From an optimization exercise on the open Yosys and OpenROAD flow, aimed at a short achievable clock period and few clock cycles; shortcuts taken in it are not production practice. At most, simulation tests tie the RTL to the original design; equivalence was not proved. The RTL of run 1 was laid out without a check of its function. Power and IR drop assume default switching activity.

## flow/config.mk

```make
export PLATFORM = sky130hd
export DESIGN_NAME = ad57xx_ctrl
export DESIGN_NICKNAME = ad57xx_ctrl
export VERILOG_FILES = /design/flow/design.v
export SDC_FILE = /design/flow/constraint.sdc
export NUM_CORES = 4
export LEC_CHECK = 0
export ABC_CLOCK_PERIOD_IN_PS = 1500
export CAP_MARGIN = 20
export CORE_MARGIN = 2
export CORE_UTILIZATION = 40
export PLACE_DENSITY = 0.6
export SETUP_SLACK_MARGIN = 4.0
export SLEW_MARGIN = 20
```

## flow/constraint.sdc

```tcl
create_clock -name core_clock -period 6.0 [get_ports {clk}]
set_input_delay 1.2000 -clock core_clock [delete_from_list [all_inputs] [get_ports {clk}]]
set_output_delay 1.2000 -clock core_clock [all_outputs]
set_load 0.01 [all_outputs]
```

## flow/design.v

```verilog
module ad57xx_ctrl (
    input  wire        clk,
    input  wire        rst,            
    input  wire        cfg_dual,       
    input  wire        cfg_readback,   
    input  wire        req_valid,
    output wire        req_ready,
    input  wire [3:0]  req_op,
    input  wire [1:0]  req_kind,
    input  wire [2:0]  req_sel,
    input  wire [2:0]  req_tag,
    input  wire [15:0] req_val,
    input  wire [2:0]  req_ch,
    input  wire        req_on,
    input  wire [15:0] req_value,
    input  wire [3:0]  req_cfg,
    input  wire [2:0]  req_range,
    input  wire [15:0] req_raw,
    output wire        rsp_valid,
    output wire [1:0]  rsp_result,
    output wire [2:0]  rsp_tag,
    output wire [23:0] rsp_data,
    output wire [7:0]  rsp_terr,
    output wire        tx_valid,
    output wire        tx_xfer,
    output wire [23:0] tx_frame,
    input  wire        tx_done,
    input  wire        tx_err,
    input  wire [7:0]  tx_ecode,
    input  wire [23:0] tx_rx
);
    localparam [3:0] OP_ENCODE    = 4'h0;
    localparam [3:0] OP_WRITE     = 4'h1;
    localparam [3:0] OP_READ      = 4'h2;
    localparam [3:0] OP_SET_POWER = 4'h3;
    localparam [3:0] OP_SET_DAC   = 4'h4;
    localparam [3:0] OP_SET_CFG   = 4'h5;
    localparam [3:0] OP_GET_CFG   = 4'h6;
    localparam [3:0] OP_SET_RANGE = 4'h7;
    localparam [3:0] OP_CLEAR     = 4'h8;
    localparam [3:0] OP_LOAD      = 4'h9;
    localparam [3:0] OP_DESTROY   = 4'hA;
    localparam [3:0] OP_DECODE    = 4'hB;
    localparam [2:0] TAG_NONE  = 3'd0;
    localparam [2:0] TAG_DAC   = 3'd1;
    localparam [2:0] TAG_RANGE = 3'd2;
    localparam [2:0] TAG_PWR   = 3'd3;
    localparam [2:0] TAG_CTL   = 3'd4;
    localparam [1:0] K_DAC   = 2'd0;
    localparam [1:0] K_RANGE = 2'd1;
    localparam [1:0] K_PWR   = 2'd2;
    localparam [1:0] K_CTL   = 2'd3;
    localparam [2:0] FN_NOP     = 3'b000;
    localparam [2:0] FN_CONFIG  = 3'b001;
    localparam [2:0] FN_CLEAR   = 3'b100;
    localparam [2:0] FN_LOAD    = 3'b101;
    localparam [1:0] R_OK    = 2'd0;
    localparam [1:0] R_INVAL = 2'd1;
    localparam [1:0] R_RDERR = 2'd2;
    localparam [1:0] R_TXERR = 2'd3;
    localparam [23:0] XCHG_FRAME = 24'h180000;
    reg        busy;         
    reg        rdy;          
    reg        released;
    reg [3:0]  cfg_shadow;
    reg [15:0] pwr_shadow;
    reg        xfer_q;
    reg [23:0] frame_q;
    reg        last_q;       
    reg        spw_q;        
    reg        wcfg_q;       
    reg        wpwr_q;       
    reg        gcfg_q;       
    reg        on_q;
    reg [3:0]  mask_q;       
    reg        dm_rng_q;     
    reg        dm_cfg_q;     
    reg        dm_err_q;     
    reg [2:0]  dm_tag_q;
    reg        rv_q;
    reg [1:0]  rr_q;
    reg [2:0]  rt_q;
    reg [23:0] rd_q;
    wire       fin;
    reg  [1:0] d_result;
    reg  [2:0] d_tag;
    reg [23:0] d_data;
    assign req_ready = !busy || fin;
    assign rsp_valid = busy ? fin : rv_q;
    assign rsp_result = busy ? d_result : rr_q;
    assign rsp_tag = busy ? d_tag : rt_q;
    assign rsp_data = busy ? d_data : rd_q;
    assign rsp_terr = (busy && tx_err) ? tx_ecode : 8'd0;
    assign tx_valid  = busy;
    assign tx_xfer   = xfer_q;
    assign tx_frame  = frame_q;
    wire refuse = released || (req_op[3] && req_op[2]);
    function legal_ch;
        input       dual;
        input [2:0] a;
        begin
            if (dual)
                legal_ch = (a == 3'd0) || (a == 3'd2) || (a == 3'd4);
            else
                legal_ch = (a <= 3'd4);
        end
    endfunction
    function fn_ok;
        input [2:0] f;
        begin
            fn_ok = (f == FN_NOP) || (f == FN_CONFIG) ||
                    (f == FN_CLEAR) || (f == FN_LOAD);
        end
    endfunction
    wire sel_legal = legal_ch(cfg_dual, req_sel);
    wire ch_legal  = legal_ch(cfg_dual, req_ch);
    wire cmd_ok    = (req_kind == K_PWR) ? 1'b1 :
                     (req_kind == K_CTL) ? fn_ok(req_sel) : sel_legal;
    wire is_cfgfn  = (req_sel == FN_CONFIG);
    reg        enc_ok;
    reg [15:0] enc_payload;
    always @* begin
        enc_ok      = 1'b0;
        enc_payload = 16'd0;
        case (req_kind)
            K_DAC: begin
                enc_ok      = sel_legal && (req_tag == TAG_DAC);
                enc_payload = req_val;
            end
            K_RANGE: begin
                enc_ok      = sel_legal && (req_tag == TAG_RANGE) &&
                              (req_val[15:3] == 13'd0) && (req_val[2:0] <= 3'd5);
                enc_payload = {13'd0, req_val[2:0]};
            end
            K_PWR: begin
                enc_ok      = (req_tag == TAG_PWR);
                enc_payload = req_val;
            end
            default: begin
                if (is_cfgfn) begin
                    enc_ok      = (req_tag == TAG_CTL) && (req_val[15:4] == 12'd0);
                    enc_payload = {12'd0, req_val[3:0]};
                end else begin
                    enc_ok      = fn_ok(req_sel) && (req_tag == TAG_NONE);
                    enc_payload = 16'd0;
                end
            end
        endcase
    end
    wire [2:0]  cmd_addr = (req_kind == K_PWR) ? 3'd0 : req_sel;
    wire [23:0] enc_frame = {3'b000, req_kind, cmd_addr, enc_payload};
    wire [23:0] rdq_frame = {3'b100, req_kind, cmd_addr, 16'd0};
    wire        dmr_rng = (req_kind == K_RANGE);
    wire        dmr_cfg = (req_kind == K_CTL) && is_cfgfn;
    wire        dmr_err = (req_kind == K_CTL) && !is_cfgfn;
    wire [2:0]  dmr_tag = (req_kind == K_CTL) ? (is_cfgfn ? TAG_CTL : TAG_NONE)
                                              : {1'b0, req_kind} + 3'd1;
    wire [15:0] dec_val = dmr_rng ? ((req_raw[2:0] <= 3'd5) ? {13'd0, req_raw[2:0]} : 16'hFFFF) :
                          dmr_cfg ? {12'd0, req_raw[3:0]} : req_raw;
    wire [3:0]  ch_mask = (req_ch == 3'd4) ? (cfg_dual ? 4'h5 : 4'hF) :
                          (4'h1 << req_ch[1:0]);
    wire        wr_fin = busy && tx_done && !tx_err && !xfer_q && !frame_q[23] && last_q;
    wire        gc_fin = busy && tx_done && !tx_err && xfer_q && !spw_q && gcfg_q;
    wire [15:0] pwr_fwd = (wr_fin && wpwr_q) ? frame_q[15:0] : pwr_shadow;
    wire [3:0]  cfg_fwd = (wr_fin && wcfg_q) ? frame_q[3:0] : gc_fin ? tx_rx[3:0] : cfg_shadow;
    wire [15:0] pwr_new0 = req_on ? (pwr_fwd | {12'd0, ch_mask})
                                  : (pwr_fwd & ~{12'd0, ch_mask});
    reg        a_tx;         
    reg        a_inval;
    reg [1:0]  a_result;     
    reg [2:0]  a_tag;
    reg [23:0] a_data;
    reg [23:0] a_frame;      
    reg        a_last;
    reg        a_spw, a_wcfg, a_wpwr, a_gcfg;
    reg        a_rng, a_cfg, a_err;
    reg [2:0]  a_dtag;
    always @* begin
        a_tx     = 1'b0;
        a_inval  = 1'b0;
        a_result = R_OK;
        a_tag    = TAG_NONE;
        a_data   = 24'd0;
        a_frame  = enc_frame;
        a_last   = 1'b1;
        a_spw    = 1'b0;
        a_wcfg   = 1'b0;
        a_wpwr   = 1'b0;
        a_gcfg   = 1'b0;
        a_rng    = dmr_rng;
        a_cfg    = dmr_cfg;
        a_err    = dmr_err;
        a_dtag   = dmr_tag;
        case (req_op)
            OP_ENCODE: begin
                a_inval = !enc_ok;
                a_data  = enc_frame;
            end
            OP_WRITE: begin
                a_inval = !enc_ok;
                a_tx    = 1'b1;
                a_wcfg  = (req_kind == K_CTL) && is_cfgfn;
                a_wpwr  = (req_kind == K_PWR);
            end
            OP_READ: begin
                a_inval = !cmd_ok;
                a_tx    = 1'b1;
                a_frame = rdq_frame;
                a_last  = 1'b0;
            end
            OP_SET_POWER: begin
                a_inval = !ch_legal;
                a_tx    = 1'b1;
                a_wpwr  = 1'b1;
                if (cfg_readback) begin
                    a_frame = 24'h900000;
                    a_last  = 1'b0;
                    a_spw   = 1'b1;
                end else begin
                    a_frame = {8'h10, pwr_new0};
                end
            end
            OP_SET_DAC: begin
                a_inval = !ch_legal;
                a_tx    = 1'b1;
                a_frame = {5'b00000, req_ch, req_value};
            end
            OP_SET_CFG: begin
                a_tx    = 1'b1;
                a_frame = {8'h19, 12'd0, req_cfg};
                a_wcfg  = 1'b1;
            end
            OP_GET_CFG: begin
                a_rng  = 1'b0;
                a_cfg  = 1'b1;
                a_err  = 1'b0;
                a_dtag = TAG_CTL;
                a_tag  = TAG_CTL;
                a_data = {20'd0, cfg_fwd};
                if (cfg_readback) begin
                    a_tx    = 1'b1;
                    a_frame = 24'h990000;
                    a_last  = 1'b0;
                    a_gcfg  = 1'b1;
                end
            end
            OP_SET_RANGE: begin
                a_inval = !ch_legal || (req_range > 3'd5);
                a_tx    = 1'b1;
                a_frame = {5'b00001, req_ch, 13'd0, req_range};
            end
            OP_CLEAR: begin
                a_tx    = 1'b1;
                a_frame = 24'h1C0000;
            end
            OP_LOAD: begin
                a_tx    = 1'b1;
                a_frame = 24'h1D0000;
            end
            OP_DESTROY: ;
            default: begin   
                a_inval = !cmd_ok;
                if (dmr_err) begin
                    a_result = R_RDERR;
                end else begin
                    a_tag  = dmr_tag;
                    a_data = {8'd0, dec_val};
                end
            end
        endcase
        if (a_inval) begin
            a_tx     = 1'b0;
            a_result = R_INVAL;
            a_tag    = TAG_NONE;
            a_data   = 24'd0;
        end
    end
    wire        ok_done  = tx_done && !tx_err;
    assign      fin      = tx_done && (tx_err || last_q);
    wire [15:0] rx       = tx_rx[15:0];
    wire [15:0] rx_new   = on_q ? (rx | {12'd0, mask_q}) : (rx & ~{12'd0, mask_q});
    wire        rd_fin   = xfer_q && !spw_q;      
    wire [15:0] rx_dec   = dm_rng_q ? ((rx[2:0] <= 3'd5) ? {13'd0, rx[2:0]} : 16'hFFFF) :
                           dm_cfg_q ? {12'd0, rx[3:0]} : rx;
    always @* begin
        if (tx_err) begin
            d_result = R_TXERR; d_tag = TAG_NONE; d_data = 24'd0;
        end else if (rd_fin && dm_err_q) begin
            d_result = R_RDERR; d_tag = TAG_NONE; d_data = 24'd0;
        end else if (rd_fin) begin
            d_result = R_OK; d_tag = dm_tag_q; d_data = {8'd0, rx_dec};
        end else begin
            d_result = R_OK; d_tag = TAG_NONE; d_data = 24'd0;
        end
    end
    always @(posedge clk) begin
        if (rst) begin
            busy       <= 1'b0;
            rdy        <= 1'b1;
            released   <= 1'b0;
            cfg_shadow <= 4'b0100;
            pwr_shadow <= 16'h0000;
            rv_q  <= 1'b0;
        end else if (!busy || fin) begin
            rv_q <= req_valid && !refuse && !a_tx;
            busy      <= req_valid && !refuse && a_tx;
            rdy       <= !(req_valid && !refuse && a_tx);
            if (req_valid && !refuse && (req_op == OP_DESTROY))
                released <= 1'b1;
        end else begin
            rv_q <= 1'b0;
        end
        if (!rst && busy && ok_done && !xfer_q && !frame_q[23] && last_q) begin
            if (wcfg_q) cfg_shadow <= frame_q[3:0];
            if (wpwr_q) pwr_shadow <= frame_q[15:0];
        end
        if (!rst && busy && ok_done && rd_fin && gcfg_q)
            cfg_shadow <= rx[3:0];
    end
    always @(posedge clk) begin
        if (!busy || fin) begin
            rr_q <= a_result;
            rt_q    <= a_tag;
            rd_q   <= a_data;
            xfer_q     <= 1'b0;
            frame_q    <= a_frame;
            last_q     <= a_last;
            spw_q      <= a_spw;
            wcfg_q     <= a_wcfg;
            wpwr_q     <= a_wpwr;
            gcfg_q     <= a_gcfg;
            on_q       <= req_on;
            mask_q     <= ch_mask;
            dm_rng_q   <= a_rng;
            dm_cfg_q   <= a_cfg;
            dm_err_q   <= a_err;
            dm_tag_q   <= a_dtag;
        end else begin
            if (ok_done) begin
                if (frame_q[23]) begin
                    xfer_q  <= 1'b1;
                    frame_q <= XCHG_FRAME;
                    last_q  <= !spw_q;
                end else if (xfer_q) begin
                    xfer_q  <= 1'b0;
                    frame_q <= {8'h10, rx_new};
                    last_q  <= 1'b1;
                end
            end
        end
    end
endmodule
```

## flow/run.sh

```bash
#!/bin/bash
# synth_recipe.tcl (not shown) runs the flow's synth.tcl, then flattens the netlist and writes it again
# the make line also repeats each setting of config.mk as NAME=value (left out here)
make -C /OpenROAD-flow-scripts/flow DESIGN_CONFIG=/design/flow/config.mk WORK_HOME=/design/flow/orfs CLKGATE_MAP_FILE= SYNTH_SCRIPT=/design/flow/synth_recipe.tcl finish
```

==> results_dict.tcl, run 1 <==
set metrics [dict create \
    cts_hold_buf 0 \
    cp_common_cell "buf_8" \
    grt_max_degree 24 \
    fin_worst_skew_ps 10.5 \
    rows 42 \
    vias 5844 \
    synth_top_area_share_pct 35.7 \
    firstDrtPassIters 5 \
    synthMuxAreaShare_pct 3.45 \
    yosys.area_share.xor_xnor_pct 0 \
    die_h_um 119 \
    drv_slew 0 \
    period_minus_slack_ps 3350 \
    ys_warn_count 1 \
    async_flop_share_pct 0 \
    holdPathEnd "pwr_shadow[10]" \
    tns_ps 0 \
    htreeDepth 3 \
    irDropWorstVdd_mv 0.145 \
    critPathMaxStageDelay_ps 190 \
    overflow 0 \
    maxCapViolCount 0 \
    design_area_um2 9570 \
    synth.avg_cell_area_um2 9.23 \
    hold_depth 2 \
    ios 175 \
    grt_usage_pct 31.2 \
    timing.final.ws_setup_ps 2650 \
    crit_chain "buf_8 -> nor3b_4 -> buf_6 -> buf_8 -> o21ai_2 -> o21ai_1 -> buf_2" \
    tightest_slew_ps 703 \
    hp-start "pwr_shadow[10]" \
    synthSimpleGateAreaFrac_pct 20.5 \
    dp_hpwl_um 13900 \
    cp_top_family "buffers and inverters" \
    yosysSeqAreaShare_pct 44.8 \
    postPlaceCellArea_um2 7490 \
    cp-end-kind "output port" \
    arrival_ps 2150 \
    syn_area_um2 5300 \
    power_density_nw_per_um2 188 \
    grt_pass1_vias 5684 \
    required_ps 4800 \
    grt_setup_unrepaired "yes" \
    die_x_um 119 \
    synth_area_leaders "edfxtp_1, dfxtp_1, a21oi_1, nand2_1, a22oi_1" \
    crit_path_start_kind "input pin" \
    cts.clk_slew.worst_paths_ps 80 \
    hold_violations 0 \
    synth_ff_type "edfxtp_1" \
    routed_wl_um 22400 \
    ant_nets 0 \
    status "no timing/DRC/antenna violations" \
    crit_buf_inv 4 \
    synthAdderAreaFrac_pct 0.945 \
    yosys.cell_types.count 64 \
    syn_inst 574 \
    gp_congestion 0.917 \
    clk_latency_ps 360 \
    synth_top_family_by_area "compound AO/OA/AOI/OAI gates" \
    routedWlPerCell_um 22.4 \
    cts_tree "built" \
    ff2ff_path_depth 7 \
    slowest_stage "nor3b_4" \
    grt_first_pass_wirelength_um 33400 \
    via_per_inst 5.86 \
    max_freq_mhz 299 \
    min_path_type "reg -> reg" \
    synth.largest_area_cell "edfxtp_1" \
    nets 929 \
    synth_compound_area_share_pct 23.5 \
    antenna_found_initial 2 \
    synth_edf_count 63 \
    p_leak_nw 3.72 \
    worstPathMaxFanout 6 \
    cts_root_buffer "clkbuf_16" \
    regToRegSetupSlack_ps 3500 \
    dieArea_um2 14200 \
    max-slew-margin-rel_pct 53.1 \
    setup_viol 0 \
    remaining_drc_errors 0 \
    start_util_pct 40.5 \
    ys_ff_latch 87 \
    post-route-period-util_pct 55.8 \
    coreArea_um2 13100 \
    area_delta_synth_final_pct 80.7 \
    cts.sinks 87 \
    r2r_start "busy" \
    cts_buffer_depth 2 \
    dr.first_iter.drc_count 501 \
    drive_gt1_share_pct 50.7 \
    numPortBuffers 161 \
    r2r-end "frame_q[1]" \
    cts_made_buffers 9 \
    pre_cts_ws_ps 1320 \
    path_class "in -> out" \
]
[layout make-up]
class,count,area (um2)
diodes,1,2.50
clock buffers,9,225
clock inverters,7,68.8
fillers,917,3520
inverters,31,141
multi-input cells,416,3770
flip-flops and latches,87,2380
well taps,176,220
repair buffers,270,2760
[flip-flops by register name, summed over array words and instances, names as in the netlist, 2 cells and up]
name and cells:
cfg_shadow 4, dm_tag_q 3, frame_q 22, mask_q 4, pwr_shadow 16, rd_q 21, rr_q 2, rt_q 3
[worst max path at each step]
stage	endpoint	start	depth (start not counted)	slack, ps
2_1_floorplan	rsp_data[10]	tx_err	4	2900
3_3_place_gp	rsp_data[3]	tx_err	5	1300
3_5_place_dp	rsp_data[3]	tx_err	5	1320
4_1_cts	rsp_data[0]	tx_err	7	2690
5_1_grt	rsp_data[0]	tx_err	7	2630
6_report	rsp_data[0]	tx_err	7	2650
[report_power, final]
group | switching (mW) | leakage, nW | internal [mW]
Clock | 0.280 | 0.146 | 0.294
Sequential | 0.0222 | 0.926 | 0.689
Combinational | 0.259 | 2.64 | 0.259
Total | 0.562 | 3.72 | 1.24
[synthesized netlist by cell type (4+ instances only)]
cell type and n:
a21oi_1 50, and3_1 20, a2bb2oi_1 12, nor3_2 8, nand3b_1 4, edfxtp_1 63, nor2_1 34, o21ai_0 33
nand2_1 60, a22oi_1 28, nor3_1 18, inv_1 31, buf_4 8, nor2b_1 15, buf_2 10, nand3_1 5
nor4_1 7, buf_1 4, clkbuf_1 24, a221o_1 4, mux2_2 6, ha_1 4, dfxtp_1 24, mux2i_1 10
a31oi_1 7, nand2b_1 9, o22ai_1 17
[cell usage in the layout, fill, tap and decap left out, drive strengths merged, types with 8 or more instances in the layout]
cell	synthesis	layout
a2bb2oi	12	12
clkdlybuf4s15	0	8
dlygate4sd2	0	22
o22ai	17	17
clkdlybuf4s50	0	44
nor2	34	34
o21ai	37	37
edfxtp	63	63
mux2i	10	10
nand2b	9	9
buf	24	189
dfxtp	24	24
a22oi	28	28
a21oi	50	50
clkbuf	24	11
nor3	26	26
nor2b	15	15
inv	31	37
nand2	60	61
nor4	8	8
and3	20	20
[kinds of logic (layout without fill, tap and decap cells)]
kind of cell | count (synthesis) | count (layout)
simple gates | 200 | 203
compound gates | 186 | 187
flops | 87 | 87
buf+inv | 79 | 317
mux | 17 | 17
fa+ha+maj | 4 | 4
other cells | 1 | 6
[metal layers]
layer / track usage (%) / vias to the layer above / share of wire [%]
li1: - / 2640 / -
met1: 41.8 / 2868 / 42
met2: 50.1 / 290 / 48
met3: 6.61 / 44 / 7.7
met4: 10.7 / 2 / 2.5
met5: 0 / - / 0.058
[metrics by stage]
step           cells  hold slack, ps  power (mW)  util (%)
4_1_cts          975             462        1.77      70.3
3_5_place_dp     875             451        1.12      57.3
6_report         997             473        1.80      73.1
5_1_grt          997             485        1.86      73.1
3_3_place_gp     875             443        1.12      57.3
2_1_floorplan    578             436       0.933         -
[worst register-to-register path, cell delays in order (launching register included)]
cell and delay (ps):
dfxtp_4 350, buf_6 120, bufbuf_16 360, and4bb_2 420, nand3_4 120, mux2_4 320, mux2_2 260, a221o_1 310
[what timing repair did]
item	4_1_cts	5_1_grt
setup buffers	71	21
endpoints found under the setup margin	206	194
cloned	13	0
resized for setup	607	59
pin swaps	53	25
==> inputs of run 2 (changes only) <==
--- a/flow/design.v
+++ b/flow/design.v
@@ -16,11 +16,11 @@
     input  wire [3:0]  req_cfg,
     input  wire [2:0]  req_range,
     input  wire [15:0] req_raw,
-    output wire        rsp_valid,
-    output wire [1:0]  rsp_result,
-    output wire [2:0]  rsp_tag,
-    output wire [23:0] rsp_data,
-    output wire [7:0]  rsp_terr,
+    output reg         rsp_valid,
+    output reg  [1:0]  rsp_result,
+    output reg  [2:0]  rsp_tag,
+    output reg  [23:0] rsp_data,
+    output reg  [7:0]  rsp_terr,
     output wire        tx_valid,
     output wire        tx_xfer,
     output wire [23:0] tx_frame,
@@ -77,20 +77,7 @@
     reg        dm_cfg_q;     
     reg        dm_err_q;     
     reg [2:0]  dm_tag_q;
-    reg        rv_q;
-    reg [1:0]  rr_q;
-    reg [2:0]  rt_q;
-    reg [23:0] rd_q;
-    wire       fin;
-    reg  [1:0] d_result;
-    reg  [2:0] d_tag;
-    reg [23:0] d_data;
-    assign req_ready = !busy || fin;
-    assign rsp_valid = busy ? fin : rv_q;
-    assign rsp_result = busy ? d_result : rr_q;
-    assign rsp_tag = busy ? d_tag : rt_q;
-    assign rsp_data = busy ? d_data : rd_q;
-    assign rsp_terr = (busy && tx_err) ? tx_ecode : 8'd0;
+    assign req_ready = rdy;
     assign tx_valid  = busy;
     assign tx_xfer   = xfer_q;
     assign tx_frame  = frame_q;
@@ -159,12 +146,8 @@
                           dmr_cfg ? {12'd0, req_raw[3:0]} : req_raw;
     wire [3:0]  ch_mask = (req_ch == 3'd4) ? (cfg_dual ? 4'h5 : 4'hF) :
                           (4'h1 << req_ch[1:0]);
-    wire        wr_fin = busy && tx_done && !tx_err && !xfer_q && !frame_q[23] && last_q;
-    wire        gc_fin = busy && tx_done && !tx_err && xfer_q && !spw_q && gcfg_q;
-    wire [15:0] pwr_fwd = (wr_fin && wpwr_q) ? frame_q[15:0] : pwr_shadow;
-    wire [3:0]  cfg_fwd = (wr_fin && wcfg_q) ? frame_q[3:0] : gc_fin ? tx_rx[3:0] : cfg_shadow;
-    wire [15:0] pwr_new0 = req_on ? (pwr_fwd | {12'd0, ch_mask})
-                                  : (pwr_fwd & ~{12'd0, ch_mask});
+    wire [15:0] pwr_new0 = req_on ? (pwr_shadow | {12'd0, ch_mask})
+                                  : (pwr_shadow & ~{12'd0, ch_mask});
     reg        a_tx;         
     reg        a_inval;
     reg [1:0]  a_result;     
@@ -236,7 +219,7 @@
                 a_err  = 1'b0;
                 a_dtag = TAG_CTL;
                 a_tag  = TAG_CTL;
-                a_data = {20'd0, cfg_fwd};
+                a_data = {20'd0, cfg_shadow};
                 if (cfg_readback) begin
                     a_tx    = 1'b1;
                     a_frame = 24'h990000;
@@ -276,23 +259,12 @@
         end
     end
     wire        ok_done  = tx_done && !tx_err;
-    assign      fin      = tx_done && (tx_err || last_q);
+    wire        fin      = tx_done && (tx_err || last_q);
     wire [15:0] rx       = tx_rx[15:0];
     wire [15:0] rx_new   = on_q ? (rx | {12'd0, mask_q}) : (rx & ~{12'd0, mask_q});
     wire        rd_fin   = xfer_q && !spw_q;      
     wire [15:0] rx_dec   = dm_rng_q ? ((rx[2:0] <= 3'd5) ? {13'd0, rx[2:0]} : 16'hFFFF) :
                            dm_cfg_q ? {12'd0, rx[3:0]} : rx;
-    always @* begin
-        if (tx_err) begin
-            d_result = R_TXERR; d_tag = TAG_NONE; d_data = 24'd0;
-        end else if (rd_fin && dm_err_q) begin
-            d_result = R_RDERR; d_tag = TAG_NONE; d_data = 24'd0;
-        end else if (rd_fin) begin
-            d_result = R_OK; d_tag = dm_tag_q; d_data = {8'd0, rx_dec};
-        end else begin
-            d_result = R_OK; d_tag = TAG_NONE; d_data = 24'd0;
-        end
-    end
     always @(posedge clk) begin
         if (rst) begin
             busy       <= 1'b0;
@@ -300,28 +272,31 @@
             released   <= 1'b0;
             cfg_shadow <= 4'b0100;
             pwr_shadow <= 16'h0000;
-            rv_q  <= 1'b0;
-        end else if (!busy || fin) begin
-            rv_q <= req_valid && !refuse && !a_tx;
+            rsp_valid  <= 1'b0;
+        end else if (!busy) begin
+            rsp_valid <= req_valid && !refuse && !a_tx;
             busy      <= req_valid && !refuse && a_tx;
             rdy       <= !(req_valid && !refuse && a_tx);
             if (req_valid && !refuse && (req_op == OP_DESTROY))
                 released <= 1'b1;
         end else begin
-            rv_q <= 1'b0;
-        end
-        if (!rst && busy && ok_done && !xfer_q && !frame_q[23] && last_q) begin
-            if (wcfg_q) cfg_shadow <= frame_q[3:0];
-            if (wpwr_q) pwr_shadow <= frame_q[15:0];
+            rsp_valid <= fin;
+            busy      <= !fin;
+            rdy       <= fin;
+            if (ok_done && !xfer_q && !frame_q[23] && last_q) begin
+                if (wcfg_q) cfg_shadow <= frame_q[3:0];
+                if (wpwr_q) pwr_shadow <= frame_q[15:0];
+            end
+            if (ok_done && rd_fin && gcfg_q)
+                cfg_shadow <= rx[3:0];
         end
-        if (!rst && busy && ok_done && rd_fin && gcfg_q)
-            cfg_shadow <= rx[3:0];
     end
     always @(posedge clk) begin
-        if (!busy || fin) begin
-            rr_q <= a_result;
-            rt_q    <= a_tag;
-            rd_q   <= a_data;
+        if (!busy) begin
+            rsp_result <= a_result;
+            rsp_tag    <= a_tag;
+            rsp_data   <= a_data;
+            rsp_terr   <= 8'd0;
             xfer_q     <= 1'b0;
             frame_q    <= a_frame;
             last_q     <= a_last;
@@ -336,6 +311,27 @@
             dm_err_q   <= a_err;
             dm_tag_q   <= a_dtag;
         end else begin
+            if (tx_err) begin
+                rsp_result <= R_TXERR;
+                rsp_tag    <= TAG_NONE;
+                rsp_data   <= 24'd0;
+                rsp_terr   <= tx_ecode;
+            end else if (rd_fin && dm_err_q) begin
+                rsp_result <= R_RDERR;
+                rsp_tag    <= TAG_NONE;
+                rsp_data   <= 24'd0;
+                rsp_terr   <= 8'd0;
+            end else if (rd_fin) begin
+                rsp_result <= R_OK;
+                rsp_tag    <= dm_tag_q;
+                rsp_data   <= {8'd0, rx_dec};
+                rsp_terr   <= 8'd0;
+            end else begin
+                rsp_result <= R_OK;
+                rsp_tag    <= TAG_NONE;
+                rsp_data   <= 24'd0;
+                rsp_terr   <= 8'd0;
+            end
             if (ok_done) begin
                 if (frame_q[23]) begin
                     xfer_q  <= 1'b1;
==> results_dict.tcl, run 2 <==
set metrics [dict create \
    yosys.cell_types.count 65 \
    hold_depth 2 \
    dp_hpwl_um 13200 \
    fin_worst_skew_ps 4.49 \
    routedWlPerCell_um 21.6 \
    crit_path_start_kind "input pin" \
    syn_area_um2 5030 \
    clockPowerShare_pct 29.3 \
    swShare_pct 30.3 \
    firstDrtPassIters 6 \
    post-route-period-util_pct 42.8 \
    drv_slew 0 \
    intPower_mw 1.28 \
    grt_first_pass_wirelength_um 29400 \
    multi_input_area_um2 3210 \
    grt_pass1_vias 5130 \
    min_path_type "reg -> reg" \
    grt_usage_pct 29.5 \
    setup_viol 0 \
    ys_ff_latch 96 \
    dr.first_iter.drc_count 631 \
    ant_nets 0 \
    cts_hold_buf 0 \
    largest_reg_flops 22 \
    ff2ff_path_depth 5 \
    synth_top_area_share_pct 23.5 \
    required_ps 6210 \
    cts_tree "built" \
    antenna_found_initial 0 \
    cts.sinks 96 \
    remaining_drc_errors 0 \
    synth.avg_cell_area_um2 9.11 \
    regMostFlops "frame_q" \
    drive_gt1_share_pct 43.4 \
    power_density_nw_per_um2 222 \
    arrival_ps 2780 \
    maxCapViolCount 0 \
    period_minus_slack_ps 2570 \
    layout_common_cells "clkdlybuf4s50_1, nand2_1, buf_2, buf_6" \
    rows 40 \
    gp_congestion 0.929 \
    cp-end-kind "flip-flop" \
    synth_common_cells "nand2_1, a21oi_1, dfxtp_1" \
    irDropWorstVdd_mv 0.147 \
    p_sw_uw 554 \
    status "no timing/DRC/antenna violations" \
    coreArea_um2 12200 \
    synth_area_leaders "dfxtp_1, edfxtp_1, a21oi_1, nand2_1, nor2_1" \
    cts.clk_slew.worst_paths_ps 70 \
    path_class "in -> reg" \
    tightest_slew_ps 867 \
    via_per_inst 5.81 \
    die_x_um 116 \
    fillers 1003 \
    max-slew-margin-rel_pct 42.2 \
    overflow 0 \
    htreeDepth 3 \
    ys_warn_count 1 \
    tns_ps 0 \
    routed_wl_um 20200 \
    vias 5440 \
    synth_edf_count 37 \
    dieArea_um2 13500 \
    cts_made_buffers 9 \
    worstPathMaxFanout 7 \
    pwr-share-seq_pct 42.3 \
    ios 175 \
    grt_setup_unrepaired "yes" \
    hold_violations 0 \
    nets 878 \
    max_freq_mhz 389 \
    diodes 0 \
    numPortBuffers 161 \
    seqCellArea_um2 2320 \
    synth_ff_type "dfxtp_1" \
    largest_registers "frame_q (22), rsp_data (21), pwr_shadow (16)" \
    start_util_pct 41.3 \
    pwr-share-comb_pct 28.4 \
    cts_buffer_depth 2 \
    p_leak_nw 3.27 \
    synth.largest_area_cell "dfxtp_1" \
    yosysSeqAreaShare_pct 45.6 \
    final_common_cell "clkdlybuf4s50_1" \
    clk_latency_ps 350 \
    grt_max_degree 26 \
    syn_inst 552 \
    holdWs_ps 460 \
    area_delta_synth_final_pct 64.1 \
    die_h_um 116 \
    cts_root_buffer "clkbuf_16" \
    async_flop_share_pct 0 \
    yosysMostFrequentCell "nand2_1" \
]
==> run 2: cell count changes in the layout (fill, tap and decap cells not counted), moves of 18 or more <==
cell	previous run	this run
a22oi_2	20	0
buf_4	67	45
clkdlybuf4s50_1	44	65
dfxtp_2	0	18
dlygate4sd2_1	22	3
edfxtp_1	63	37
inv_1	26	3
==> run 2: through the flow <==
step | setup WS (ps) | area, um2 | util [%] | std cells | total power [mW]
2_1_floorplan | 3240 | 5390 | - | 556 | 0.989
3_3_place_gp | 1720 | 6920 | 56.9 | 848 | 1.20
3_5_place_dp | 1680 | 6920 | 56.9 | 848 | 1.21
4_1_cts | 3430 | 7910 | 65.1 | 928 | 1.80
5_1_grt | 3410 | 8250 | 67.8 | 937 | 1.89
6_report | 3430 | 8250 | 67.8 | 937 | 1.83
==> run 2: final cells by class <==
| cell class | instances | share of cell area, % |
|---|---|---|
| clock inverter | 5 | 0.409 |
| inverter | 9 | 0.758 |
| tap | 168 | 2.55 |
| sequential | 96 | 28.1 |
| clock buffer | 11 | 2.82 |
| multi-input combinational | 414 | 38.9 |
| timing repair buffer | 234 | 26.4 |
==> run 2: layer usage <==
metal	routed length (um)	up-vias	part of all wire, %	global-route usage [%]
met4	550	0	2.7	10.2
met2	9820	269	49	49.4
li1	-	2480	-	-
met1	8380	2652	41	38.5
met3	1480	39	7.3	5.76
met5	0	-	0	0
==> run 2: path summary, 6_finish.rpt <==
path	startpoint	to	slack [ps]
setup / recovery	req_kind[1]	rsp_data[14]	3430
hold / removal	pwr_shadow[9]	pwr_shadow[9]	460
setup reg to reg	busy	rsp_data[14]	3990
hold reg to reg	pwr_shadow[9]	pwr_shadow[9]	460
==> run 2: power groups by stage <==
stage          Sequential [mW]  Clock, mW  Combinational [mW]
2_1_floorplan            0.803          0               0.186
3_3_place_gp             0.788          0               0.414
3_5_place_dp             0.789          0               0.416
4_1_cts                  0.772      0.539               0.491
5_1_grt                  0.780      0.569               0.547
6_report                 0.775      0.537               0.519
==> run 2: worst max-delay path, cell delays in order <==
cell and delay, ps:
buf_12 120, inv_16 40, ha_4 160, nand2_4 60, a2111oi_4 40, a32o_2 290, a221oi_4 360, o31ai_4 110
buf_4 150, buf_12 130, o2bb2ai_2 110
==> run 2: timing repair <==
action	in CTS	in global routing
cloned	6	1
pin swaps	61	45
endpoints found under the hold margin	0	0
setup buffers	58	8
gates resized for setup	510	86
setup endpoints to repair	167	127
==> run 2: cells by family after synthesis <==
family,count (synthesis),share of synthesized area (%)
other cells,1,0.0746
mux,18,3.61
fa+ha+maj,4,0.995
simple gates,208,20.1
buf+inv,50,4.65
flops,96,45.6
compound gates,175,25.0
Testbench counts of run 2, summed over its fixed seeds: cycles 62,976.

[what the ideal ports hide]
How much do the figures lean on ideal ports? The routed layouts below were timed once more, with nothing changed but the port constraints. Step 1 (the two cells are an assumption about what drives the block):
set clk [get_ports {clk}]
set_driving_cell -lib_cell sky130_fd_sc_hd__clkbuf_16 $clk
set_driving_cell -lib_cell sky130_fd_sc_hd__buf_2 [delete_from_list [all_inputs] $clk]
Step 2, shift: input delay + t, output delay - t, t = (earliest + latest rising clock arrival at the registers) / 2. This alone moves slack from input paths to output paths. a / b / c = no drivers / after step 1 / after step 2; a / b = the first two.
run	t (ns)	slack for setup (ns)	worst setup path after step 2
run 1	0.404	2.655 / 2.609 / 2.609	input to output
run 2	0.392	3.429 / 3.412 / 3.020	input to register
After both steps every run listed still meets setup and hold. The setup slack of run 2, which loses most, moves by -0.017 ns with the drivers and by -0.409 ns with both steps.
